From an optimization exercise on the open Yosys and OpenROAD flow, aimed at small area, a short achievable clock period and few clock cycles; shortcuts taken in it are not production practice.
Where RTL was checked, it was by simulation tests only, not by an equivalence proof against the original.
No functional check of the RTL was part of runs 3 and 5.
Power and IR drop assume default switching activity.

==> design/flow/design.v <==
module rawc_seq (
    input  wire        clk,
    input  wire        rst,         
    input  wire        cmd_valid,
    output wire        cmd_ready,
    input  wire [31:0] cmd_word,
    input  wire        wr_valid,
    output wire        wr_ready,
    input  wire [7:0]  wr_byte,
    output wire        rd_valid,
    output wire [7:0]  rd_byte,
    output wire        rsp_valid,
    input  wire        rsp_ready,
    output wire [31:0] rsp_word,
    output wire        p_valid,
    input  wire        p_ready,
    output wire [3:0]  p_kind,
    output wire [5:0]  p_reg,
    output wire        p_word,
    output wire [15:0] p_wdata,
    input  wire [31:0] p_rdata
);
    localparam [3:0] K_RD    = 4'd1;    
    localparam [3:0] K_WR    = 4'd2;    
    localparam [3:0] K_ARD   = 4'd3;    
    localparam [3:0] K_ARDB  = 4'd4;    
    localparam [3:0] K_AWR   = 4'd5;    
    localparam [3:0] K_AWRB  = 4'd6;    
    localparam [3:0] K_EDIS  = 4'd7;    
    localparam [3:0] K_EEN   = 4'd8;    
    localparam [3:0] K_TMR   = 4'd9;    
    localparam [3:0] K_DLY   = 4'd10;   
    localparam [3:0] K_DIAG  = 4'd11;   
    localparam [3:0] OP_INIT     = 4'h1;
    localparam [3:0] OP_ALLOC_M  = 4'h2;
    localparam [3:0] OP_ALLOC_D  = 4'h3;
    localparam [3:0] OP_DEALL_M  = 4'h4;
    localparam [3:0] OP_DEALL_D  = 4'h5;
    localparam [3:0] OP_MOUNT_RX = 4'h6;
    localparam [3:0] OP_SEND_M   = 4'h7;
    localparam [3:0] OP_SET_IDX  = 4'h8;
    localparam [3:0] OP_GET_IDX  = 4'h9;
    localparam [3:0] OP_READ_B   = 4'hA;
    localparam [3:0] OP_WRITE_B  = 4'hB;
    localparam [3:0] OP_GET_ST   = 4'hC;
    localparam [3:0] OP_SET_ST   = 4'hD;
    localparam [3:0] OP_MOVE     = 4'hE;
    localparam [3:0] OP_RDCSR    = 4'hF;
    localparam [6:0] S_IDLE   = {3'd0, 4'd0};
    localparam [6:0] S_RSP    = {3'd1, 4'd0};
    localparam [6:0] S_RDINT  = {3'd6, K_RD};     
    localparam [6:0] S_RDBC   = {3'd3, K_RD};     
    localparam [6:0] S_FIFO   = {3'd7, K_RD};     
    localparam [6:0] S_STAT   = {3'd1, K_RD};     
    localparam [6:0] S_GIDX   = {3'd0, K_RD};     
    localparam [6:0] S_PRE    = {3'd5, K_WR};     
    localparam [6:0] S_CTL    = {3'd2, K_WR};     
    localparam [6:0] S_CLR2   = {3'd7, K_WR};     
    localparam [6:0] S_CLR1   = {3'd6, K_WR};     
    localparam [6:0] S_SIDX   = {3'd0, K_WR};     
    localparam [6:0] S_ARD    = {3'd4, K_ARD};
    localparam [6:0] S_ARDB   = {3'd0, K_ARDB};
    localparam [6:0] S_AWR    = {3'd4, K_AWR};
    localparam [6:0] S_AWRB   = {3'd0, K_AWRB};
    localparam [6:0] S_EDIS   = {3'd0, K_EDIS};   
    localparam [6:0] S_EREST  = {3'd1, K_EDIS};   
    localparam [6:0] S_EEN    = {3'd0, K_EEN};
    localparam [6:0] S_T0     = {3'd0, K_TMR};    
    localparam [6:0] S_TMR    = {3'd1, K_TMR};    
    localparam [6:0] S_DLY    = {3'd0, K_DLY};
    localparam [6:0] S_DGI    = {3'd1, K_DIAG};   
    localparam [6:0] S_DGX    = {3'd2, K_DIAG};   
    localparam [6:0] S_DGM    = {3'd3, K_DIAG};   
    localparam [6:0] S_DGZ    = {3'd4, K_DIAG};   
    reg [6:0]  st;
    reg        pv;            
    reg        rq;            
    reg [3:0]  op;
    reg        ill;           
    reg [15:0] imm;
    reg [2:0]  w;             
    reg [2:0]  mp;            
    reg        md;            
    reg        second;        
    reg [5:0]  oob;
    reg [1:0]  mnt;           
    reg [3:0]  diags;
    reg        prior;         
    reg [31:0] t0;
    function [5:0] reg_of;
        input [2:0] ww;
        input [2:0] which;    
        begin
            case (ww)
                3'd0:    reg_of = 6'd0  + {3'd0, which};
                3'd1:    reg_of = 6'd5  + {3'd0, which};
                3'd2:    reg_of = 6'd10 + {3'd0, which};
                3'd3:    reg_of = 6'd15 + {3'd0, which};
                3'd4:    reg_of = 6'd20 + {3'd0, which};
                default: reg_of = 6'd25 + {3'd0, which};
            endcase
        end
    endfunction
    function ge12;
        input [11:0] a;
        input [11:0] b;
        integer i;
        reg gt, eq;
        begin
            gt = 1'b0;
            eq = 1'b1;
            for (i = 11; i >= 0; i = i - 1) begin
                gt = gt | (eq & a[i] & ~b[i]);
                eq = eq & ~(a[i] ^ b[i]);
            end
            ge12 = gt | eq;
        end
    endfunction
    function [15:0] dec16;
        input [15:0] a;
        integer i;
        reg borrow;
        begin
            borrow = 1'b1;
            for (i = 0; i < 16; i = i + 1) begin
                dec16[i] = a[i] ^ borrow;
                borrow   = borrow & ~a[i];
            end
        end
    endfunction
    function [7:0] mask1;
        input [2:0] ww;
        begin
            case (ww)
                3'd0:    mask1 = 8'h02;
                3'd1:    mask1 = 8'h04;
                default: mask1 = 8'h01;
            endcase
        end
    endfunction
    function [15:0] mask2;
        input [2:0] ww;
        begin
            case (ww)
                3'd2:    mask2 = 16'h0010;
                3'd3:    mask2 = 16'h0020;
                3'd4:    mask2 = 16'h0004;
                default: mask2 = 16'h0008;
            endcase
        end
    endfunction
    function legal;
        input [31:0] x;
        reg [3:0] o;
        reg [2:0] xw;
        reg [2:0] xp;
        begin
            o  = x[31:28];
            xw = x[26:24];
            xp = x[22:20];
            case (o)
                OP_INIT, OP_DEALL_M, OP_DEALL_D:
                    legal = (x[27:0] == 28'd0);
                OP_ALLOC_M, OP_ALLOC_D, OP_SEND_M:
                    legal = (x[27:16] == 12'd0) && (x[15:12] == 4'd0);
                OP_RDCSR:
                    legal = (x[27:16] == 12'd0) && (x[15:1] == 15'd0);
                OP_MOUNT_RX, OP_GET_IDX:
                    legal = !x[27] && (x[23:0] == 24'd0) && !(xw[2] && xw[1]);
                OP_GET_ST:
                    legal = !x[27] && (x[23:0] == 24'd0) && (xw[2:1] == 2'd0);
                OP_SET_IDX, OP_READ_B, OP_WRITE_B:
                    legal = !x[27] && (x[23:16] == 8'd0) && !(xw[2] && xw[1]);
                OP_SET_ST:
                    legal = !x[27] && (x[23:1] == 23'd0) && (xw[2:1] == 2'd0);
                OP_MOVE:
                    legal = !x[23] && (x[19:12] == 8'd0) && !(xw[2] && xw[1]) && !(xp[2] && xp[1:0] != 2'd0);
                default:
                    legal = 1'b0;
            endcase
        end
    endfunction
    wire [3:0] kind = st[3:0];
    wire       hs   = pv && p_ready;
    assign p_valid = pv;
    assign p_kind  = kind;
    assign rd_valid = hs && (st == S_ARDB);
    assign rd_byte  = p_rdata[7:0];
    wire [2:0] sub     = st[6:4];
    wire       is_diag = kind[3] && kind[1];               
    wire       fixed   = sub[2] && (sub[1] || sub[0]);     
    wire       w_lo    = (w[2:1] == 2'd0);                 
    wire [7:0] m1      = {5'd0, w == 3'd1, w == 3'd0, w_lo ? 1'b0 : 1'b1};
    reg  [5:0] fix_reg;
    always @(*) begin
        case (sub[1:0])
            2'd1:    fix_reg = w_lo ? 6'd30 : 6'd31;             
            2'd2:    fix_reg = 6'd30;                            
            default: fix_reg = kind[0] ? ((op == OP_ALLOC_M) ? 6'd32 : 6'd33) : 6'd31;   
        endcase
    end
    assign p_reg  = is_diag ? {sub, w} : fixed ? fix_reg : reg_of(w, sub);
    assign p_word = !(fixed && (sub[1:0] == 2'd2 || (sub[1:0] == 2'd1 && w_lo)));
    wire        use_byte = kind[2] && kind[1];         
    wire        use_fix  = fixed && !is_diag;          
    wire        use_ctl  = (sub == 3'd2) && !is_diag;  
    wire        use_dz   = is_diag && (sub != 3'd1);   
    reg  [15:0] fix_data;
    always @(*) begin
        case (sub[1:0])
            2'd1:    fix_data = w_lo ? {8'd0, m1} : mask2(w);    
            2'd2:    fix_data = {8'd0, m1};                       
            default: fix_data = 16'h003C;                         
        endcase
    end
    assign p_wdata = use_byte ? {8'd0, t0[23:16]} :
                     use_fix  ? fix_data :
                     use_ctl  ? {md, mp, second ? 12'd0 : imm[11:0]} :
                     use_dz   ? {15'd0, (sub == 3'd2) && (op == OP_WRITE_B)} :
                     imm;
    assign rsp_valid = rq;
    assign rsp_word  = {ill, 11'd0, diags, ill ? 16'd0 : t0[15:0]};
    wire [15:0] rd16    = p_rdata[15:0];
    wire        rd_nz   = (rd16 != 16'd0);
    wire        rd0     = p_rdata[0];
    wire [5:0]  dlo    = {1'b0, p_rdata[4:0]} - {1'b0, t0[4:0]};
    wire        blo    = dlo[5];
    wire [26:0] th     = p_rdata[31:5];
    wire [26:0] t0h    = t0[31:5];
    wire [26:0] xeq    = ~(th ^ t0h);                   
    reg  [26:0] c1;
    integer ci;
    always @(*) begin
        c1[0] = !xeq[0];
        for (ci = 1; ci < 27; ci = ci + 1)
            c1[ci] = t0h[ci-1] ? (xeq[ci] == th[ci-1]) : xeq[ci];
    end
    wire        hi_eq0 = &xeq;
    wire        hi_eq1 = &c1;
    wire        lt5    = (dlo[4:3] == 2'd0) && !(dlo[2] && dlo[1:0] != 2'd0);
    wire        lt20   = !dlo[4] || (dlo[3:2] == 2'd0);
    wire        is_si  = (op == OP_SET_IDX);
    wire        lo_lt  = is_si ? lt5 : lt20;
    wire        tmo    = !((blo ? hi_eq1 : hi_eq0) && lo_lt);
    wire        hit     = (w == 3'd0) ? p_rdata[1] : (w == 3'd1) ? p_rdata[2] : p_rdata[0];
    wire        fifo_ok = (rd16[15:12] != 4'd0) || ge12(rd16[11:0], imm[11:0]);    
    wire        go_mv   = fifo_ok || (op == OP_ALLOC_M && rd_nz);
    wire        last_b  = (imm == 16'd1);
    wire        zlen    = (imm == 16'd0);
    reg [6:0] nA, nB;
    reg       dsel_hit, dsel_tmo, dsel_nz, dsel_go, dsel_rd0;
    always @(*) begin
        nA = S_RSP;
        nB = S_RSP;
        dsel_hit = 1'b0;
        dsel_tmo = 1'b0;
        dsel_nz  = 1'b0;
        dsel_go  = 1'b0;
        dsel_rd0 = 1'b0;
        case (st)
            S_EDIS:  begin nA = S_PRE; nB = S_PRE; end
            S_PRE:   begin nA = S_CTL; nB = S_CTL; end
            S_CTL:   begin nA = S_EEN; nB = S_EEN; end
            S_EEN:   begin nA = S_T0;  nB = S_T0;  end
            S_T0:    begin nA = is_si ? S_STAT : S_RDINT; nB = nA; end
            S_RDINT: begin
                dsel_hit = 1'b1;
                nA = (w[2:1] != 2'd0) ? S_CLR2 : S_CLR1;
                nB = S_TMR;
            end
            S_CLR2:  begin nA = S_CLR1; nB = S_CLR1; end
            S_CLR1,
            S_DGM:   begin nA = prior ? S_RDBC : S_EREST; nB = nA; end
            S_TMR: begin
                dsel_tmo = 1'b1;
                nA = is_si ? S_DGI : S_DGM;
                nB = is_si ? S_STAT : S_DLY;
            end
            S_DLY:   begin nA = S_RDINT; nB = S_RDINT; end
            S_EREST: begin nA = S_RDBC;  nB = S_RDBC;  end
            S_RDBC: begin
                if (op == OP_INIT && !second) begin
                    nA = S_EDIS; nB = S_EDIS;
                end else if (op == OP_MOUNT_RX) begin
                    dsel_nz = 1'b1;
                    nA = S_RSP; nB = S_DGZ;
                end
            end
            S_FIFO:  begin dsel_go = 1'b1; nA = S_EDIS; nB = S_RSP; end
            S_STAT:  begin dsel_rd0 = 1'b1; nA = S_TMR; nB = S_RSP; end
            S_SIDX:  begin nA = S_T0; nB = S_T0; end
            S_DGX:   begin nA = (op == OP_WRITE_B) ? S_AWR : S_ARD; nB = nA; end
            S_ARD,
            S_ARDB:  begin nA = zlen || last_b && st == S_ARDB ? S_RSP : S_ARDB; nB = nA; end
            S_AWR,
            S_AWRB:  begin nA = zlen || last_b && st == S_AWRB ? S_RSP : S_AWRB; nB = nA; end
            default: ;
        endcase
    end
    wire d = (dsel_hit && hit) || (dsel_tmo && tmo) || (dsel_nz && rd_nz) ||
             (dsel_go && go_mv) || (dsel_rd0 && rd0);
    wire rqA = (nA == S_RSP);
    wire rqB = (nB == S_RSP);
    wire pvA = !rqA && !(nA == S_AWRB && !wr_valid);
    wire pvB = !rqB && !(nB == S_AWRB && !wr_valid);
    wire want_b = (st == S_AWR && !zlen) || (st == S_AWRB && !last_b);
    assign wr_ready = (hs && want_b) || (st == S_AWRB && !pv);
    wire take_b = wr_ready && wr_valid;
    assign cmd_ready = (kind == 4'd0);
    wire acc = cmd_valid && cmd_ready;
    wire [3:0] c_op = cmd_word[31:28];
    wire [2:0] c_w  = cmd_word[26:24];
    wire       c_ok = legal(cmd_word);
    reg [5:0] oob_set, oob_clr;
    always @(*) begin
        oob_set = 6'd0;
        oob_clr = 6'd0;
        if (hs) begin
            case (st)
                S_DGI:  oob_set[w] = 1'b1;
                S_STAT: oob_clr[w] = !rd0;
                S_RDBC: begin
                    oob_clr[3] = (op == OP_ALLOC_M) && rd_nz && !second;
                    oob_clr[1] = (op == OP_ALLOC_D) && rd_nz;
                end
                default: ;
            endcase
        end
    end
    genvar gi;
    generate
        for (gi = 0; gi < 6; gi = gi + 1) begin : g_oob
            always @(posedge clk) begin
                if (rst)
                    oob[gi] <= 1'b0;
                else if (oob_set[gi] || oob_clr[gi])
                    oob[gi] <= oob_set[gi];
            end
        end
    endgenerate
    reg [6:0] st_acc;
    reg       pv_acc;
    always @(*) begin
        pv_acc = 1'b1;
        st_acc = S_RSP;
        case (c_op)
            OP_INIT, OP_DEALL_M, OP_DEALL_D, OP_MOUNT_RX,
            OP_SEND_M, OP_MOVE:       st_acc = S_EDIS;
            OP_ALLOC_M, OP_ALLOC_D:   st_acc = S_FIFO;
            OP_SET_IDX:               st_acc = S_SIDX;
            OP_GET_IDX:               st_acc = S_GIDX;
            OP_READ_B:                st_acc = oob[c_w] ? S_DGX : S_ARD;
            OP_WRITE_B:               st_acc = oob[c_w] ? S_DGX : S_AWR;
            default:                  pv_acc = 1'b0;    
        endcase
        if (!c_ok) begin
            st_acc = S_RSP;
            pv_acc = 1'b0;
        end
    end
    reg [6:0] st_o;
    reg       pv_o, rq_o;
    always @(*) begin
        st_o = st;
        pv_o = pv;
        rq_o = rq;
        if (rq && rsp_ready) begin
            rq_o = 1'b0;
            st_o = S_IDLE;
        end
        if (st == S_AWRB && !pv && wr_valid) pv_o = 1'b1;
        if (acc) begin
            st_o = st_acc;
            pv_o = pv_acc;
            rq_o = !pv_acc;
        end
    end
    always @(posedge clk) begin
        if (rst) begin
            st <= S_IDLE;
            pv <= 1'b0;
            rq <= 1'b0;
        end else if (hs) begin
            st <= d ? nA  : nB;
            pv <= d ? pvA : pvB;
            rq <= d ? rqA : rqB;
        end else begin
            st <= st_o;
            pv <= pv_o;
            rq <= rq_o;
        end
    end
    always @(posedge clk) begin
        if (rst) begin
            mnt <= 2'd0;
        end else begin
            if (take_b) t0[23:16] <= wr_byte;
            if (hs) begin
                case (st)
                    S_EDIS:  prior <= rd0;
                    S_T0:    t0 <= p_rdata;
                    S_DGI:   begin
                        diags[0] <= 1'b1;
                        t0[15:0] <= 16'd0;
                    end
                    S_DGX:   diags[1] <= 1'b1;
                    S_DGM:   diags[2] <= 1'b1;
                    S_DGZ:   begin
                        diags[3] <= 1'b1;
                        t0[15:0] <= 16'd0;
                    end
                    S_RDBC: begin
                        case (op)
                            OP_INIT: begin
                                second <= 1'b1;
                                w      <= 3'd4;
                                md     <= 1'b1;
                                t0[15:0] <= 16'd0;
                            end
                            OP_ALLOC_M: begin
                                t0[15:0] <= {15'd0, rd_nz && !second};
                            end
                            OP_ALLOC_D: begin
                                t0[15:0] <= {15'd0, rd_nz};
                                if (rd_nz) mnt[1] <= 1'b1;
                            end
                            OP_MOUNT_RX,
                            OP_MOVE: t0[15:0] <= rd16;
                            default: t0[15:0] <= 16'd0;
                        endcase
                    end
                    S_FIFO: begin
                        t0[15:0] <= 16'd0;
                        if (!fifo_ok) begin
                            second <= 1'b1;
                            w      <= 3'd2;
                            md     <= 1'b0;
                        end
                    end
                    S_STAT: begin
                        if (!rd0) t0[15:0] <= 16'd0;
                    end
                    S_GIDX:  t0[15:0] <= rd16;
                    S_ARDB,
                    S_AWRB:  imm <= dec16(imm);
                    default: ;
                endcase
            end
            if (acc) begin
                op     <= c_op;
                ill    <= !c_ok;
                imm    <= cmd_word[15:0];
                diags  <= 4'd0;
                second <= 1'b0;
                w      <= c_w;
                mp     <= cmd_word[22:20];
                md     <= cmd_word[27];
                case (c_op)
                    OP_INIT:     begin w <= 3'd1; mp <= 3'd3; md <= 1'b0; end
                    OP_ALLOC_M:  begin w <= 3'd3; mp <= 3'd1; md <= 1'b1; end
                    OP_ALLOC_D:  begin w <= 3'd1; mp <= 3'd2; md <= 1'b1; end
                    OP_DEALL_M:  begin w <= 3'd2; mp <= 3'd1; md <= 1'b0; end
                    OP_DEALL_D:  begin w <= 3'd0; mp <= 3'd2; md <= 1'b0; end
                    OP_MOUNT_RX: begin mp <= 3'd0; md <= 1'b1; end
                    OP_SEND_M:   begin w <= 3'd3; mp <= 3'd0; md <= 1'b0; end
                    default: ;
                endcase
                case (c_op)
                    OP_GET_ST: t0[15:0] <= {15'd0, mnt[c_w[0]]};
                    OP_SET_ST: t0[15:0] <= 16'd0;
                    OP_RDCSR:  t0[15:0] <= cmd_word[0] ? {14'd0, mnt} : {10'd0, oob};
                    default:   t0[15:0] <= cmd_word[15:0];
                endcase
                if (c_ok) begin
                    case (c_op)
                        OP_INIT:     mnt <= 2'b00;
                        OP_DEALL_D:  mnt[0] <= 1'b0;
                        OP_MOUNT_RX: if (c_w == 3'd0) mnt[0] <= 1'b1;
                        OP_SET_ST:   mnt[c_w[0]] <= cmd_word[0];
                        default: ;
                    endcase
                end
            end
        end
    end
endmodule
==> design/flow/flow/run.sh <==
#!/bin/bash
# Layout flow: the standard ORFS flow (standard.sh), with these changes:
#  - the port buffers inserted during placement use the smallest buffer cell;
#  - synthesis leaves adders to ABC instead of extracting half/full adder
#    cells (ADDER_MAP_FILE empty), so carry chains are mapped as logic; the
#    synthesis script and its register names are the standard ones;
#  - clock tree synthesis uses clkbuf_4/clkbuf_8 and adds no dummy loads.
set -euo pipefail
export BUFFER_PORTS_ARGS="-buffer_cell sky130_fd_sc_hd__buf_1"
export ADDER_MAP_FILE=
export CTS_ARGS="-sink_clustering_enable -repair_clock_nets -buf_list {sky130_fd_sc_hd__clkbuf_4 sky130_fd_sc_hd__clkbuf_8} -dont_use_dummy_load"
bash standard.sh > standard_flow.log 2>&1
==> design/flow/standard.sh <==
#!/bin/bash
# synth_recipe.tcl (not shown) runs the flow's synth.tcl, then flattens the netlist and writes it again
# the make line also repeats each setting of config.mk as NAME=value (left out here)
make -C /OpenROAD-flow-scripts/flow DESIGN_CONFIG=/design/flow/config.mk WORK_HOME=/design/flow/orfs CLKGATE_MAP_FILE= SYNTH_SCRIPT=/design/flow/synth_recipe.tcl "${@:-finish}"
==> design/flow/config.mk <==
export PLATFORM = sky130hd
export DESIGN_NAME = rawc_seq
export DESIGN_NICKNAME = rawc_seq
export VERILOG_FILES = /design/flow/design.v
export SDC_FILE = /design/flow/constraint.sdc
export NUM_CORES = 4
export LEC_CHECK = 0
export CAP_MARGIN = 10
export CORE_MARGIN = 2
export CORE_UTILIZATION = 55
export SETUP_SLACK_MARGIN = 1.6
export SLEW_MARGIN = 10
==> design/flow/constraint.sdc <==
create_clock -name core_clock -period 5.0 [get_ports {clk}]
set_input_delay 1.0000 -clock core_clock [delete_from_list [all_inputs] [get_ports {clk}]]
set_output_delay 1.0000 -clock core_clock [all_outputs]
set_load 0.01 [all_outputs]
==> flow_metrics.tcl, run 1 <==
set metrics [dict create \
    diodes 0 \
    grt_pass1_wl_um 38500 \
    vias 7815 \
    gp_congestion 1.04 \
    r2r_setup_slack_ns 1.79 \
    pin_count 150 \
    reg2reg_depth 10 \
    power_mw 1.56 \
    synth_cells 948 \
    synth_top_area_frac 0.265 \
    ys_top_cells_by_area "edfxtp_1, nor2_1, dfxtp_1" \
    clock_latency_ns 0.38 \
    clock-sinks 83 \
    drive_above_1_share 0.0801 \
    async_flop_share 0 \
    synth_simple_gate_area_frac 0.295 \
    syn_to_final_growth_pct 10.8 \
    powerDensity_nw_per_um2 188 \
    cp-start-kind "register" \
    min_to "oob[1]" \
    peakVddDrop_mv 0.132 \
    status "finished clean" \
    finalHoldViolations 0 \
    cts_root_buf "clkbuf_8" \
    end_kind "output pin" \
    ant_nets 0 \
    grt_max_degree 30 \
    cp.arrival_ns 2.31 \
    synth_fa_ha_area_frac 0.00954 \
    seq_area_frac_synth 0.311 \
    synth_compound_area_frac 0.219 \
    die_h_um 121 \
    syn_avg_cell_area_um2 7.88 \
    crit_type "register to output pin" \
    leakagePower_nw 2.83 \
    wl_per_cell_um 20.5 \
    postCtsHoldBufs 0 \
    worstPathRequired_ns 4.00 \
    min_period_ns 3.31 \
    fin_crit_sh 0.661 \
    h-tree-depth 3 \
    synth_edf_count 66 \
    max_cap_violations 0 \
    relSlewSlack 0.273 \
    nets 1129 \
    rsz0062_at_grt "no" \
    yosys_register_bits 83 \
    netlist_area_um2 7470 \
    clockBufferDepth 2 \
    cp_max_fo 10 \
    dieArea_um2 14500 \
    synthMuxAreaShare 0.0316 \
    ys_types 83 \
    yosysWarningCount 1 \
    fin_skew_ns 0.0259 \
    drc 0 \
    synth_top_family_by_area "simple AND/OR/NAND/NOR gates" \
    path_clk_slew_ns 0.08 \
    io_buffers 138 \
    grt_pass1_vias 7115 \
    initial_core_util 0.564 \
    synth_xor_area_frac 0.0633 \
    avgViaCountPerCell 6.38 \
    r2r-end "st[1]" \
    holdCritPathClass "register to register" \
    drt_iter0_drc 1027 \
    maxSlewViolCount 0 \
    synthFlopType "edfxtp_1" \
    hpwl_um 18800 \
    hold_path_startpoint "oob[1]" \
    antenna_found_initial 0 \
    fin_tns_setup_ns 0 \
    routed_wl_um 25100 \
    yosysMostFrequentCell "nor2_1" \
    grt.total_usage 0.341 \
    fillers 1248 \
    worst_pin_slew_ns 1.09 \
    dr.pass1.iters 6 \
    num_rows 42 \
    r2r-start "op[2]" \
    setup_viol 0 \
    coreArea_um2 13200 \
    dieWidth_um 121 \
    numCtsBuffers 9 \
    cts_tree "yes" \
    synth_common_cells "nor2_1, nand2_1, edfxtp_1, a21oi_1, o21ai_0" \
    synth.largest_area_cell "edfxtp_1" \
    hold_depth 2 \
    fmax_mhz 302 \
    overflow 0 \
]
==> logic make-up (layout without fill, tap and decap cells) <==
family | count (synthesis) | after routing
simple gates | 424 | 424
buf+inv | 109 | 200
compound gates | 248 | 248
flops | 83 | 83
mux | 22 | 22
fa+ha+maj | 7 | 7
xor+xnor | 54 | 54
other cells | 1 | 11
==> registers in the layout, indices dropped and copies added (netlist names) <==
register,flops
t0,32
pv,1
diags,4
imm,16
prior,1
mnt,2
ill,1
rq,1
second,1
md,1
mp,3
st,7
w,3
op,4
oob,6
==> through the flow <==
step | cell area [um^2] | util | instances | hold WS [ns] | setup slack, ns
2_1_floorplan | 7510 | - | 958 | 0.452 | 1.63
3_3_place_gp | 7900 | 0.597 | 1198 | 0.495 | 1.06
3_5_place_dp | 7900 | 0.597 | 1198 | 0.492 | 1.00
4_1_cts | 8090 | 0.611 | 1212 | 0.502 | 1.54
5_1_grt | 8280 | 0.625 | 1225 | 0.542 | 1.59
6_report | 8280 | 0.625 | 1225 | 0.532 | 1.69
==> worst max-delay path by stage <==
stage,slack (ns),end,cells past startpoint,startpoint
6_report,1.69,p_wdata[2],7,w[0]
3_5_place_dp,1.00,st[6],10,cmd_word[31]
4_1_cts,1.54,p_wdata[0],10,st[5]
5_1_grt,1.59,wr_ready,7,st[4]
2_1_floorplan,1.63,st[0],10,p_rdata[0]
3_3_place_gp,1.06,st[6],10,cmd_word[31]
==> cell type report <==
cell class / instances / area [um^2] / area share
multi-input cells: 766 / 4750 / 0.574
repair buffers: 168 / 761 / 0.0919
inverters: 23 / 86.3 / 0.0104
clock buffers: 9 / 124 / 0.0150
well taps: 176 / 220 / 0.0266
flip-flops and latches: 83 / 2340 / 0.282
==> metal layers <==
layer	wire, um	global-route usage	share of wire
met1	10300	0.463	0.41
met2	11700	0.560	0.47
met3	2340	0.0410	0.093
met4	710	0.125	0.028
met5	0	0	0
==> cell usage in the layout (no fill, tap or decap), types with 8 or more instances in the layout <==
master / synthesis / final
or4_1: 8 / 8
dfxtp_1: 17 / 12
nor2_1: 112 / 108
buf_4: 30 / 29
o21ai_0: 49 / 49
conb_1: 1 / 11
nor2b_1: 48 / 48
nand3_1: 27 / 27
nand2_1: 76 / 74
xor2_1: 21 / 21
clkbuf_8: 0 / 9
a21oi_1: 64 / 63
nor4_1: 17 / 15
mux2i_1: 18 / 17
buf_1: 4 / 134
edfxtp_1: 66 / 66
inv_1: 21 / 21
xnor2_1: 33 / 32
a22oi_1: 12 / 12
nand2b_1: 29 / 29
and3_1: 10 / 9
a22o_1: 10 / 10
a31oi_1: 19 / 18
nor3_1: 34 / 33
and2_1: 9 / 9
==> worst max-delay path: stages (launching register included) <==
cell      delay [ns]
edfxtp_1        0.53
nor2_1          0.25
and2_1          0.24
nor2_1          0.07
o21ai_0         0.26
a22oi_1         0.16
a21oi_1         0.25
buf_1           0.18
==> report_power, final <==
| group | internal [mW] | switching (mW) |
|---|---|---|
| sequential | 0.776 | 0.0395 |
| clock | 0.162 | 0.237 |
| combinational | 0.132 | 0.215 |
==> timing repair <==
action	CTS	global route
cloned	0	0
pin swaps	1	4
resized for setup	11	21
endpoints found under the setup margin	36	31
setup buffers	5	13
Testbench counts, summed over its fixed seeds: cycles 146,720.
==> inputs of run 2 (changes only) <==
--- a/design/flow/config.mk
+++ b/design/flow/config.mk
@@ -10,2 +10,3 @@
 export CORE_UTILIZATION = 55
+export GPL_ROUTABILITY_DRIVEN = 0
 export SETUP_SLACK_MARGIN = 1.6
==> flow_metrics.tcl, run 2 <==
set metrics [dict create \
    status "finished clean" \
    hpwl_um 18300 \
    clock_latency_ns 0.39 \
    ys_types 83 \
    numCtsBuffers 9 \
    synth_common_cells "nor2_1, nand2_1, edfxtp_1, a21oi_1, o21ai_0" \
    final_cell_mix "buf_1, nor2_1, nand2_1" \
    fillers 1284 \
    clockBufferDepth 2 \
    synth_cells 948 \
    async_flop_share 0 \
    fin_crit_sh 0.677 \
    fin_tns_setup_ns 0 \
    yosysWarningCount 1 \
    cp-start-kind "input port" \
    fin_skew_ns 0.0318 \
    drive_above_1_share 0.0803 \
    cp_max_fo 6 \
    relSlewSlack 0.294 \
    final_common_cell "buf_1" \
    yosys_register_bits 83 \
    holdWs_ns 0.518 \
    diodes 0 \
    dieArea_um2 14500 \
    crit_type "input port to register" \
    avgViaCountPerCell 6.41 \
    multi_input_area_um2 4770 \
    synth_top_area_frac 0.265 \
    clock-sinks 83 \
    syn_avg_cell_area_um2 7.88 \
    synth_edf_count 66 \
    largest_reg_flops 32 \
    peakVddDrop_mv 0.111 \
    finalWorstSetupSlack_ns 1.61 \
    min_period_ns 3.39 \
    synth.largest_area_cell "edfxtp_1" \
    netlist_area_um2 7470 \
    cts_root_buf "clkbuf_8" \
    synthFlopType "edfxtp_1" \
    routed_wl_um 24800 \
    powerDensity_nw_per_um2 190 \
    max_stage_delay_ns 0.58 \
    grt_pass1_vias 6828 \
    cts_tree "yes" \
    io_buffers 138 \
    ant_nets 0 \
    ys_top_cells_by_area "edfxtp_1, nor2_1, dfxtp_1" \
    yosysMostFrequentCell "nor2_1" \
    grt_max_degree 30 \
    overflow 0 \
    end_kind "register" \
    seq_area_frac_synth 0.311 \
    post-place-ws_ns 1.04 \
    slowest_stage "or4_4" \
    antenna_found_initial 0 \
    dieWidth_um 121 \
    num_rows 42 \
    finalHoldViolations 0 \
    top_register "t0" \
    drt_iter0_drc 1124 \
    top_regs "t0 (32), imm (16), st (7)" \
    h-tree-depth 3 \
    path_cells "buf_1 -> or4_4 -> or4b_4 -> o21ai_2 -> o311ai_1 -> a211oi_2 -> and3_2 -> a32oi_1 -> a21o_1 -> a31oi_1" \
    coreArea_um2 13200 \
    grt_pass1_wl_um 37500 \
    cp.arrival_ns 3.67 \
    worst_pin_slew_ns 1.06 \
    pin_count 150 \
    holdCritPathClass "register to register" \
    worstPathRequired_ns 5.28 \
    maxSlewViolCount 0 \
    drc 0 \
    fmax_mhz 295 \
    leakagePower_nw 2.83 \
    die_h_um 121 \
    setup_viol 0 \
    max_cap_violations 0 \
    path_clk_slew_ns 0.06 \
    vias 7835 \
    syn_to_final_growth_pct 10.6 \
    initial_core_util 0.564 \
    seqCellArea_um2 2340 \
    dr.pass1.iters 6 \
    grt.total_usage 0.334 \
    nets 1126 \
    postCtsHoldBufs 0 \
    wl_per_cell_um 20.3 \
    rsz0062_at_grt "yes" \
]
## run 2: cell counts after synthesis
No cell type changed its count.
## run 2: timing repair
action,4_1_cts,5_1_grt
pin swaps,2,5
endpoints found under the setup margin,28,32
setup buffers,4,13
resized for setup,14,21
## run 2: kinds of logic after synthesis
group,Yosys count,share of synthesized area
AOI/OAI and AO/OA,248,0.219
xor gates and xnor gates,54,0.0633
adders and majority gates,7,0.00954
buffers and inverters,109,0.0705
DFF,83,0.311
muxes,22,0.0316
other,1,0.000502
and+or+nand+nor,424,0.295
## run 2: through the flow
step | power (mW) | util | cell area (um^2) | cells
3_3_place_gp | 1.16 | 0.595 | 7890 | 1196
5_1_grt | 1.64 | 0.625 | 8270 | 1222
2_1_floorplan | 1.05 | - | 7510 | 958
6_report | 1.57 | 0.625 | 8270 | 1222
3_5_place_dp | 1.16 | 0.595 | 7890 | 1196
4_1_cts | 1.56 | 0.610 | 8080 | 1209
## run 2: where the power goes
part           switching (mW)  internal, mW
clock network           0.250         0.162
logic                   0.215         0.131
registers              0.0393         0.776
## run 2: critical path: cells and delay by family
family | cells | cell delay (ns)
simple gates | 3 | 1.42
compound gates | 6 | 1.14
buf+inv | 1 | 0.11
## run 2: area by class of cell
| type | instances | share of cell area |
|---|---|---|
| Clock buffer | 9 | 0.0150 |
| Inverter | 23 | 0.0104 |
| Multi-Input combinational cell | 766 | 0.576 |
| Sequential cell | 83 | 0.282 |
| Tap cell | 176 | 0.0266 |
| Timing Repair Buffer | 165 | 0.0891 |
## run 2: layer usage
metal | GRT usage | share of wire
met5 | 0 | 0
met1 | 0.454 | 0.42
met4 | 0.137 | 0.036
met3 | 0.0566 | 0.089
met2 | 0.526 | 0.45
## run 2: path summary, 6_finish.rpt
kind / slack (ns) / from / cells past startpoint / to
worst min-delay path: 0.52 / oob[0] / 2 / oob[0]
worst max-delay path: 1.61 / cmd_word[14] / 10 / st[6]
worst max register to register: 1.78 / st[3] / 8 / t0[4]
worst min register to register: 0.52 / oob[0] / 2 / oob[0]
==> inputs of run 3 (changes only) <==
--- a/design/flow/design.v
+++ b/design/flow/design.v
@@ -305,3 +305,3 @@
     wire pvB = !rqB && !(nB == S_AWRB && !wr_valid);
-    wire want_b = (st == S_AWR && !zlen) || (st == S_AWRB && !last_b);
+    wire want_b = (st == S_AWR) || (st == S_AWRB);
     assign wr_ready = (hs && want_b) || (st == S_AWRB && !pv);
--- a/design/flow/config.mk
+++ b/design/flow/config.mk
@@ -10,3 +10,2 @@
 export CORE_UTILIZATION = 55
-export GPL_ROUTABILITY_DRIVEN = 0
 export SETUP_SLACK_MARGIN = 1.6
==> flow_metrics.tcl, run 3 <==
set metrics [dict create \
    end_kind "register" \
    cts_root_buf "clkbuf_8" \
    hpwl_um 18900 \
    grt_pass1_wl_um 38200 \
    cp.arrival_ns 3.50 \
    cp-start-kind "register" \
    grt_max_degree 32 \
    post-route-util 0.635 \
    synthFlopType "edfxtp_1" \
    worst_pin_slew_ns 1.12 \
    synth_cells 978 \
    synth.largest_area_cell "edfxtp_1" \
    netlist_area_um2 7580 \
    seq_area_frac_synth 0.306 \
    numCtsBuffers 9 \
    drive_above_1_share 0.100 \
    dieWidth_um 121 \
    syn_to_final_growth_pct 11.9 \
    synth_xor_area_frac 0.0497 \
    clockBufferDepth 2 \
    overflow 0 \
    worstPathRequired_ns 5.12 \
    drt_iter0_drc 660 \
    reg2reg_depth 10 \
    avgViaCountPerCell 6.36 \
    clock_latency_ns 0.40 \
    cp_max_fo 24 \
    dieArea_um2 14700 \
    yosysMostFrequentCell "nor2_1" \
    synth_top_area_frac 0.262 \
    largest_reg_flops 32 \
    synth_common_cells "nor2_1, nand2_1, edfxtp_1, a21oi_1, clkbuf_1" \
    relSlewSlack 0.246 \
    yosysWarningCount 1 \
    synth_top_family_by_area "simple AND/OR/NAND/NOR gates" \
    ys_top_cells_by_area "edfxtp_1, nor2_1, nand2_1" \
    path_clk_slew_ns 0.08 \
    maxSlewViolCount 0 \
    setup_viol 0 \
    top_regs "t0 (32), imm (16), st (7)" \
    fin_skew_ns 0.0270 \
    rsz0062_at_grt "yes" \
    num_rows 42 \
    synthMuxAreaShare 0.0423 \
    fin_crit_sh 0.676 \
    holdCritPathClass "register to register" \
    final_cell_count_no_fill 1254 \
    antenna_found_initial 0 \
    post-place-ws_ns 1.06 \
    r2r-end "t0[5]" \
    ys_types 80 \
    min_to "oob[1]" \
    ant_nets 0 \
    cts_tree "yes" \
    final_common_cell "buf_1" \
    coreArea_um2 13300 \
    hold_depth 2 \
    routed_wl_um 25100 \
    status "finished clean" \
    initial_core_util 0.568 \
    peakVddDrop_mv 0.168 \
    max_cap_violations 0 \
    yosys_register_bits 83 \
    fin_area_um2 8480 \
    finalHoldViolations 0 \
    pin_count 150 \
    clock-sinks 83 \
    drc 0 \
    gp_congestion 0.964 \
    min_period_ns 3.38 \
    synth_edf_count 66 \
    diodes 0 \
    place_area_um2 8020 \
    top_register "t0" \
    grt_pass1_vias 7013 \
    fin_tns_setup_ns 0 \
    vias 7973 \
    fmax_mhz 296 \
    die_h_um 121 \
    dr.pass1.iters 5 \
    grt.total_usage 0.337 \
    r2r_setup_slack_ns 1.62 \
    synth_compound_area_frac 0.230 \
    async_flop_share 0 \
    powerDensity_nw_per_um2 191 \
    nets 1158 \
    finalWorstSetupSlack_ns 1.62 \
    leakagePower_nw 2.98 \
    holdWs_ns 0.535 \
    r2r-start "st[1]" \
    dp.cells 1226 \
    synth_simple_gate_area_frac 0.288 \
    wl_per_cell_um 20.0 \
    synth_fa_ha_area_frac 0.00809 \
    crit_type "register to register" \
    syn_avg_cell_area_um2 7.75 \
    power_mw 1.62 \
    hold_path_startpoint "oob[1]" \
    h-tree-depth 3 \
    io_buffers 138 \
    final_cell_mix "buf_1, nor2_1, nand2_1" \
]
-- run 3: cell types whose count changed in the layout (fill, tap and decap cells not counted), moves of 7 or more --
cell / change
inv_1: +13
xnor2_1: -10
nand2_1: +16
nor2b_1: -8
and2_1: +8
buf_4: +7
nor3_1: -7
-- run 3: kinds of logic (layout without fill, tap and decap cells) --
group,count (synthesis),count (layout)
compound gates,257,257
xor+xnor,43,43
fa+ha+maj,6,6
buf+inv,125,215
flops,83,83
mux,29,29
other cells,1,11
simple gates,434,434
-- run 3: how the worst max path moves through the flow --
stage,start,to,slack [ns]
floorplan,p_rdata[8],rq,1.66
global placement,p_rdata[0],rq,1.10
detailed placement,p_rdata[0],rq,1.06
CTS,st[4],p_wdata[7],1.59
global route,cmd_word[31],st[2],1.56
finish,st[1],t0[5],1.62
-- run 3: layout make-up --
class,instances,area (um^2)
Tap cell,176,220
Timing Repair Buffer,171,782
Clock buffer,9,124
Fill cell,1302,4870
Sequential cell,83,2340
Multi-Input combinational cell,780,4890
Inverter,35,131
-- run 3: what timing repair did --
action | CTS | global route
buffers inserted | 1 | 18
pin swaps | 1 | 10
gates resized for setup | 21 | 34
endpoints found under the setup margin | 40 | 37
hold buffers | 0 | 0
-- run 3: layer usage --
layer | wire [um] | global-route usage
met5 | 0 | 0
met2 | 11700 | 0.539
met4 | 815 | 0.131
met1 | 10300 | 0.458
met3 | 2290 | 0.0540
-- run 3: report_power, final --
group          leakage [nW]  switching, mW  internal, mW
Clock                0.0647          0.246         0.162
Sequential            0.767         0.0399         0.777
Combinational          2.15          0.243         0.150
-- run 3: critical path, stage by stage, from the launching register on --
cell and delay, ns:
dfxtp_1 0.41, buf_4 0.34, nand2_1 0.13, nor3_2 0.40, a221oi_1 0.18, o31ai_2 0.39, nor2_1 0.09, a21oi_1 0.32
nor2_1 0.33, a222oi_1 0.46, inv_1 0.07
==> inputs of run 4 (changes only) <==
--- a/design/flow/design.v
+++ b/design/flow/design.v
@@ -305,3 +305,3 @@
     wire pvB = !rqB && !(nB == S_AWRB && !wr_valid);
-    wire want_b = (st == S_AWR) || (st == S_AWRB);
+    wire want_b = (st == S_AWR && !zlen) || (st == S_AWRB && !last_b);
     assign wr_ready = (hs && want_b) || (st == S_AWRB && !pv);
==> design/flow/flow/run.sh (replaced) <==
#!/bin/bash
# Layout flow: the standard ORFS flow (standard.sh), with two changes:
#  - the port buffers inserted during placement use the smallest buffer cell;
#  - synthesis leaves adders to ABC instead of extracting half/full adder
#    cells (ADDER_MAP_FILE empty), so carry chains are mapped as logic.
# The synthesis script and its register names are the standard ones.
set -euo pipefail
export BUFFER_PORTS_ARGS="-buffer_cell sky130_fd_sc_hd__buf_1"
export ADDER_MAP_FILE=
bash standard.sh > standard_flow.log 2>&1
--- a/design/flow/config.mk
+++ b/design/flow/config.mk
@@ -7,6 +7,7 @@
 export LEC_CHECK = 0
-export CAP_MARGIN = 10
+export CAP_MARGIN = 20
 export CORE_MARGIN = 2
 export CORE_UTILIZATION = 55
-export SETUP_SLACK_MARGIN = 1.6
-export SLEW_MARGIN = 10
+export CTS_BUF_LIST = sky130_fd_sc_hd__clkbuf_4 sky130_fd_sc_hd__clkbuf_8
+export SETUP_SLACK_MARGIN = 1.5
+export SLEW_MARGIN = 20
==> flow_metrics.tcl, run 4 <==
set metrics [dict create \
    status "finished clean" \
    fin_tns_setup_ns 0 \
    synth_compound_area_frac 0.219 \
    synth_xor_area_frac 0.0633 \
    rsz0062_at_grt "yes" \
    yosysWarningCount 1 \
    synth_fa_ha_area_frac 0.00954 \
    grt_pass1_wl_um 38600 \
    reg2reg_depth 10 \
    r2r-end "st[1]" \
    cts_root_buf "clkbuf_8" \
    ys_top_cells_by_area "edfxtp_1, nor2_1, dfxtp_1" \
    ys_types 83 \
    yosys_register_bits 83 \
    max_cap_violations 0 \
    holdCritPathClass "register to register" \
    drt_iter0_drc 1075 \
    worstPathRequired_ns 4.00 \
    synth.largest_area_cell "edfxtp_1" \
    crit_cells 10 \
    avgViaCountPerCell 6.39 \
    place_area_um2 7900 \
    clockBufferDepth 2 \
    num_rows 42 \
    cp_max_fo 23 \
    numCtsBuffers 9 \
    clock-sinks 83 \
    crit_top_cell "a31oi_1" \
    cp.arrival_ns 2.51 \
    path_cells "nor3b_1 -> buf_4 -> nand2_1 -> a21oi_4 -> nor2b_1 -> a31oi_1 -> nor2_1 -> a31oi_1 -> a21oi_1 -> buf_1" \
    h-tree-depth 3 \
    cp_num_buf_inv 2 \
    vias 7827 \
    ant_nets 0 \
    fin_skew_ns 0.0118 \
    powerDensity_nw_per_um2 215 \
    drc 0 \
    cp-startpoint "st[5]" \
    grt_pass1_vias 7100 \
    dieArea_um2 14500 \
    io_buffers 138 \
    dieWidth_um 121 \
    dr.pass1.iters 6 \
    coreArea_um2 13200 \
    wl_per_cell_um 20.5 \
    top_regs "t0 (32), imm (16), st (7)" \
    setup_viol 0 \
    cts_tree "yes" \
    maxSlewViolCount 0 \
    synthMuxAreaShare 0.0316 \
    cp-start-kind "register" \
    finalHoldViolations 0 \
    initial_core_util 0.564 \
    leakagePower_nw 2.85 \
    synth_cells 948 \
    max_stage_delay_ns 0.49 \
    synth_simple_gate_area_frac 0.295 \
    largest_reg_flops 32 \
    end_kind "output pin" \
    antenna_found_initial 0 \
    synth_common_cells "nor2_1, nand2_1, edfxtp_1, a21oi_1, o21ai_0" \
    synthFlopType "edfxtp_1" \
    critical-path-top-delay-family "compound AO/OA/AOI/OAI gates" \
    min_period_ns 3.51 \
    fin_crit_sh 0.703 \
    drive_above_1_share 0.0706 \
    peakVddDrop_mv 0.132 \
    synth_top_area_frac 0.265 \
    r2r-start "op[2]" \
    final_cell_mix "buf_1, nor2_1, nand2_1" \
    synth_top_family_by_area "simple AND/OR/NAND/NOR gates" \
    clock_latency_ns 0.39 \
    fmax_mhz 285 \
    worst_pin_slew_ns 0.974 \
    top_register "t0" \
    postCtsHoldBufs 0 \
    relSlewSlack 0.345 \
    crit_type "register to output pin" \
    r2r_setup_slack_ns 1.79 \
    synth_edf_count 66 \
    path_clk_slew_ns 0.09 \
    final_common_cell "buf_1" \
    hpwl_um 18800 \
    critPathCapture "p_wdata[0]" \
    grt.total_usage 0.341 \
    hold_path_startpoint "oob[1]" \
    overflow 0 \
    gp_congestion 1.04 \
    syn_avg_cell_area_um2 7.88 \
    diodes 0 \
    netlist_area_um2 7470 \
    routed_wl_um 25000 \
    async_flop_share 0 \
    nets 1121 \
    die_h_um 121 \
    syn_to_final_growth_pct 10.9 \
    seq_area_frac_synth 0.311 \
    slowest_stage "dfxtp_4" \
    grt_max_degree 30 \
    fin_area_um2 8290 \
    pin_count 150 \
    yosysMostFrequentCell "nor2_1" \
]
run 4: changes by cell type after synthesis, sizes merged, moves of 7 or more:
cell | before | now
xnor2 | 24 | 33
nand2 | 93 | 76
and2 | 18 | 10
inv | 35 | 23
nor3 | 28 | 36
nor2b | 41 | 48
run 4: area by class of cell:
class	instances	area [um^2]
Clock inverter	7	120
Sequential cell	83	2330
Fill cell	1257	4950
Timing Repair Buffer	160	701
Multi-Input combinational cell	766	4710
Clock buffer	9	124
Inverter	23	86.3
Tap cell	176	220
run 4: kinds of logic after synthesis:
family / count (synthesis)
fa+ha+maj: 7
xor+xnor: 54
compound gates: 248
other cells: 1
flops: 83
simple gates: 424
mux: 22
buf+inv: 109
run 4: how the worst min path moves through the flow:
stage,to,slack [ns],depth (start not counted)
5_1_grt,oob[0],0.55,2
3_3_place_gp,oob[0],0.50,2
4_1_cts,oob[0],0.51,2
3_5_place_dp,oob[0],0.49,2
6_report,oob[1],0.53,2
2_1_floorplan,oob[0],0.45,2
run 4: routing by layer:
layer | vias up | global-route usage | share of wire
li1 | 3648 | - | -
met4 | 0 | 0.124 | 0.027
met1 | 3668 | 0.466 | 0.41
met5 | - | 0 | 0
met2 | 456 | 0.557 | 0.47
met3 | 55 | 0.0396 | 0.090
run 4: worst register-to-register path: cells and delay by family, from the launching register on:
family          cells  cell delay (ns)
compound gates      3             0.43
buf+inv             1             0.16
flops               1             0.47
simple gates        6             2.04
run 4: through the flow:
| step | power [mW] | setup WS, ns | cells | hold WS (ns) | utilization |
|---|---|---|---|---|---|
| floorplan | 1.05 | 1.63 | 958 | 0.452 | - |
| global placement | 1.16 | 1.06 | 1198 | 0.495 | 0.597 |
| detailed placement | 1.16 | 1.00 | 1198 | 0.492 | 0.597 |
| CTS | 1.77 | 1.43 | 1214 | 0.505 | 0.617 |
| global route | 1.84 | 1.42 | 1224 | 0.546 | 0.626 |
| finish | 1.78 | 1.49 | 1224 | 0.534 | 0.626 |
run 4: timing repair:
| action | 4_1_cts | 5_1_grt |
|---|---|---|
| setup buffers | 0 | 10 |
| resized for setup | 8 | 12 |
| endpoints found under the setup margin | 20 | 27 |
| pin swaps | 0 | 3 |
run 4: where the power goes:
group	leakage [nW]	internal, mW	switching (mW)
sequential	0.767	0.777	0.0407
clock	0.122	0.336	0.289
combinational	1.96	0.128	0.213
Testbench counts of run 4, summed over its fixed seeds: cycles 146,720.
==> inputs of run 5 (changes only) <==
--- a/design/flow/design.v
+++ b/design/flow/design.v
@@ -399,3 +399,11 @@
                 case (st)
-                    S_EDIS:  prior <= rd0;
+                    S_EDIS: begin
+                        prior <= rd0;
+                        case (op)
+                            OP_INIT:     mnt <= 2'b00;
+                            OP_DEALL_D:  mnt[0] <= 1'b0;
+                            OP_MOUNT_RX: if (w == 3'd0) mnt[0] <= 1'b1;
+                            default: ;
+                        endcase
+                    end
                     S_T0:    t0 <= p_rdata;
@@ -473,11 +481,5 @@
                 endcase
-                if (c_ok) begin
-                    case (c_op)
-                        OP_INIT:     mnt <= 2'b00;
-                        OP_DEALL_D:  mnt[0] <= 1'b0;
-                        OP_MOUNT_RX: if (c_w == 3'd0) mnt[0] <= 1'b1;
-                        OP_SET_ST:   mnt[c_w[0]] <= cmd_word[0];
-                        default: ;
-                    endcase
-                end
+                if (c_op == OP_SET_ST && !cmd_word[27] && cmd_word[26:25] == 2'd0 &&
+                    cmd_word[23:1] == 23'd0)
+                    mnt[c_w[0]] <= cmd_word[0];
             end
==> design/flow/flow/run.sh (replaced) <==
#!/bin/bash
# Layout flow: the standard ORFS flow (standard.sh), with these changes:
#  - the port buffers inserted during placement use the smallest buffer cell;
#  - synthesis leaves adders to ABC instead of extracting half/full adder
#    cells (ADDER_MAP_FILE empty), so carry chains are mapped as logic; the
#    synthesis script and its register names are the standard ones;
#  - clock tree synthesis uses clkbuf_4/clkbuf_8 and adds no dummy loads.
set -euo pipefail
export BUFFER_PORTS_ARGS="-buffer_cell sky130_fd_sc_hd__buf_1"
export ADDER_MAP_FILE=
export CTS_ARGS="-sink_clustering_enable -repair_clock_nets -buf_list {sky130_fd_sc_hd__clkbuf_4 sky130_fd_sc_hd__clkbuf_8} -dont_use_dummy_load"
bash standard.sh > standard_flow.log 2>&1
==> design/flow/config.mk (replaced) <==
export PLATFORM = sky130hd
export DESIGN_NAME = rawc_seq
export DESIGN_NICKNAME = rawc_seq
export VERILOG_FILES = /design/flow/design.v
export SDC_FILE = /design/flow/constraint.sdc
export NUM_CORES = 4
export LEC_CHECK = 0
export CAP_MARGIN = 10
export CORE_MARGIN = 2
export CORE_UTILIZATION = 55
export SETUP_SLACK_MARGIN = 1.6
export SLEW_MARGIN = 10
==> flow_metrics.tcl, run 5 <==
set metrics [dict create \
    cp-start-kind "register" \
    clock_latency_ns 0.39 \
    grt.total_usage 0.363 \
    wl_met3_um 3000 \
    relSlewSlack 0.397 \
    io_buffers 138 \
    yosysWarningCount 1 \
    cts_tree "yes" \
    top_regs "t0 (32), imm (16), st (7)" \
    vias 8354 \
    finalHoldViolations 0 \
    fmax_mhz 296 \
    clockBufferDepth 2 \
    synth.largest_area_cell "edfxtp_1" \
    fin_crit_sh 0.676 \
    postCtsHoldBufs 0 \
    wl_per_cell_um 22.2 \
    grt_pass1_vias 7199 \
    crit_type "register to output pin" \
    highest-signal-layer "met4" \
    die_h_um 123 \
    gp_congestion 1.00 \
    fin_tns_setup_ns 0 \
    finalWorstSetupSlack_ns 1.62 \
    peakVddDrop_mv 0.146 \
    max_cap_violations 0 \
    seq_area_frac_synth 0.299 \
    drc 0 \
    r2r-start "st[2]" \
    end_kind "output pin" \
    top_register "t0" \
    num_rows 43 \
    cp_max_fo 17 \
    synth_edf_count 66 \
    h-tree-depth 3 \
    status "finished clean" \
    synthFlopType "edfxtp_1" \
    netlist_area_um2 7750 \
    leakagePower_nw 2.94 \
    rsz0062_at_grt "yes" \
    ys_top_cells_by_area "edfxtp_1, nor2_1, dfxtp_1" \
    cp.arrival_ns 2.38 \
    maxSlewViolCount 0 \
    dr.pass1.iters 6 \
    ant_nets 0 \
    drive_above_1_share 0.0932 \
    syn_to_final_growth_pct 11.2 \
    dieWidth_um 123 \
    worstPathRequired_ns 4.00 \
    synth_common_cells "nor2_1, edfxtp_1, a21oi_1, nand2_1, o21ai_0" \
    coreArea_um2 13800 \
    numCtsBuffers 9 \
    grt_max_degree 31 \
    overflow 0 \
    synth_cells 973 \
    cp-startpoint "st[5]" \
    yosysMostFrequentCell "nor2_1" \
    post-place-ws_ns 1.31 \
    ys_types 92 \
    nets 1153 \
    final_common_cell "buf_1" \
    min_period_ns 3.38 \
    syn_avg_cell_area_um2 7.97 \
    grt_pass1_wl_um 41400 \
    wl_met1_um 11700 \
    powerDensity_nw_per_um2 185 \
    fillers 1299 \
    final_cell_mix "buf_1, nor2_1, edfxtp_1" \
    holdWs_ns 0.527 \
    diodes 0 \
    yosys_register_bits 83 \
    antenna_found_initial 0 \
    path_clk_slew_ns 0.07 \
    dr_wl_met2_um 12300 \
    cts_root_buf "clkbuf_8" \
    fin_skew_ns 0.0275 \
    avgViaCountPerCell 6.67 \
    async_flop_share 0 \
    drt_iter0_drc 1082 \
    dieArea_um2 15100 \
    worst_pin_slew_ns 0.897 \
    initial_core_util 0.561 \
    setup_viol 0 \
    synth_top_area_frac 0.256 \
    hpwl_um 20700 \
    holdCritPathClass "register to register" \
    pin_count 150 \
    power_mw 1.60 \
    routed_wl_um 27800 \
    largest_reg_flops 32 \
    hold_path_startpoint "oob[0]" \
    clock-sinks 83 \
]
[run 5: what timing repair did]
action / CTS / global route
gates cloned: 0 / 1
endpoints found under the setup margin: 20 / 30
buffers inserted: 10 / 2
pin swaps: 1 / 2
resized for setup: 22 / 21
[run 5: final timing paths]
kind	endpoint	slack, ns	depth (start not counted)
max	p_wdata[5]	1.62	7
min	oob[0]	0.53	2
max reg2reg	pv	1.85	8
min reg2reg	oob[0]	0.53	2
[run 5: stage by stage]
stage | cell area (um^2) | cells | utilization
4_1_cts | 8510 | 1250 | 0.615
3_5_place_dp | 8240 | 1231 | 0.596
3_3_place_gp | 8240 | 1231 | 0.596
2_1_floorplan | 7790 | 983 | -
6_report | 8620 | 1253 | 0.624
5_1_grt | 8620 | 1253 | 0.624
[run 5: layer usage]
metal  up-vias  global-route usage
li1       3794                   -
met1      3940               0.523
met2       539               0.546
met3        81              0.0804
met4         0              0.0999
met5         -                   0
[run 5: critical path, cell delays in order (launching register included)]
cell	delay [ns]
dfxtp_2	0.47
buf_4	0.27
or2_4	0.22
nand3_4	0.17
nor2_2	0.20
o21ai_0	0.16
a31oi_1	0.31
buf_1	0.19
[run 5: cell type report]
type / instances / area (um^2) / share of cell area
inverters: 22 / 86.3 / 0.0100
multi-input cells: 790 / 5090 / 0.591
flip-flops and latches: 83 / 2330 / 0.270
repair inverters: 1 / 5.00 / 0.000580
repair buffers: 168 / 757 / 0.0878
clock buffers: 9 / 124 / 0.0144
well taps: 180 / 225 / 0.0261
[run 5: cell families after synthesis]
kind of cell / count (synthesis) / share of synthesized area
AO/OA/AOI/OAI: 273 / 0.237
XOR/XNOR: 46 / 0.0520
adder cells (fa/ha/maj): 7 / 0.00920
buffers and inverters: 110 / 0.0665
flip-flops: 83 / 0.299
multiplexers: 23 / 0.0323
other: 1 / 0.000484
AND/OR/NAND/NOR: 430 / 0.303
[run 5: power breakdown]
group | leakage, nW | switching, mW | total, mW | internal, mW
clock network | 0.0647 | 0.239 | 0.400 | 0.161
logic | 2.12 | 0.240 | 0.379 | 0.139
registers | 0.759 | 0.0377 | 0.816 | 0.778
total | 2.94 | 0.516 | 1.60 | 1.08

## separate check: timing with driven ports
The flow's constraints put no driver on any port. The routed layouts listed below were extracted and timed again, unchanged, in two steps. Step 1 (the two cells are an assumption about what drives the block):
set clk [get_ports {clk}]
set_driving_cell -lib_cell sky130_fd_sc_hd__clkbuf_16 $clk
set_driving_cell -lib_cell sky130_fd_sc_hd__buf_2 [delete_from_list [all_inputs] $clk]
Step 2, shift: input delay + t, output delay - t, t = (earliest + latest rising clock arrival at the registers) / 2. This alone moves slack from input paths to output paths. Three values: no drivers, after step 1, after step 2; two values: the first two.
run	shift t [ns]	setup WS [ns]	clock arrival spread, ns	worst register clock-pin slew, ns	cell pins on the clock port's net
run 1	0.408	1.693 / 1.653 / 1.317	0.026 / 0.026	0.10 / 0.10	1
run 2	0.407	1.614 / 1.627 / 1.220	0.032 / 0.032	0.09 / 0.09	1
run 3	0.416	1.620 / 1.620 / 1.288	0.036 / 0.036	0.11 / 0.11	1
run 4	0.423	1.486 / 1.445 / 1.247	0.012 / 0.012	0.10 / 0.10	1
run 5	0.417	1.622 / 1.584 / 1.353	0.028 / 0.027	0.10 / 0.10	1
After both steps setup and hold are still met in every run listed. For run 2, which loses most, drivers alone change the setup slack by +0.013 ns; drivers and shift together by -0.394 ns.
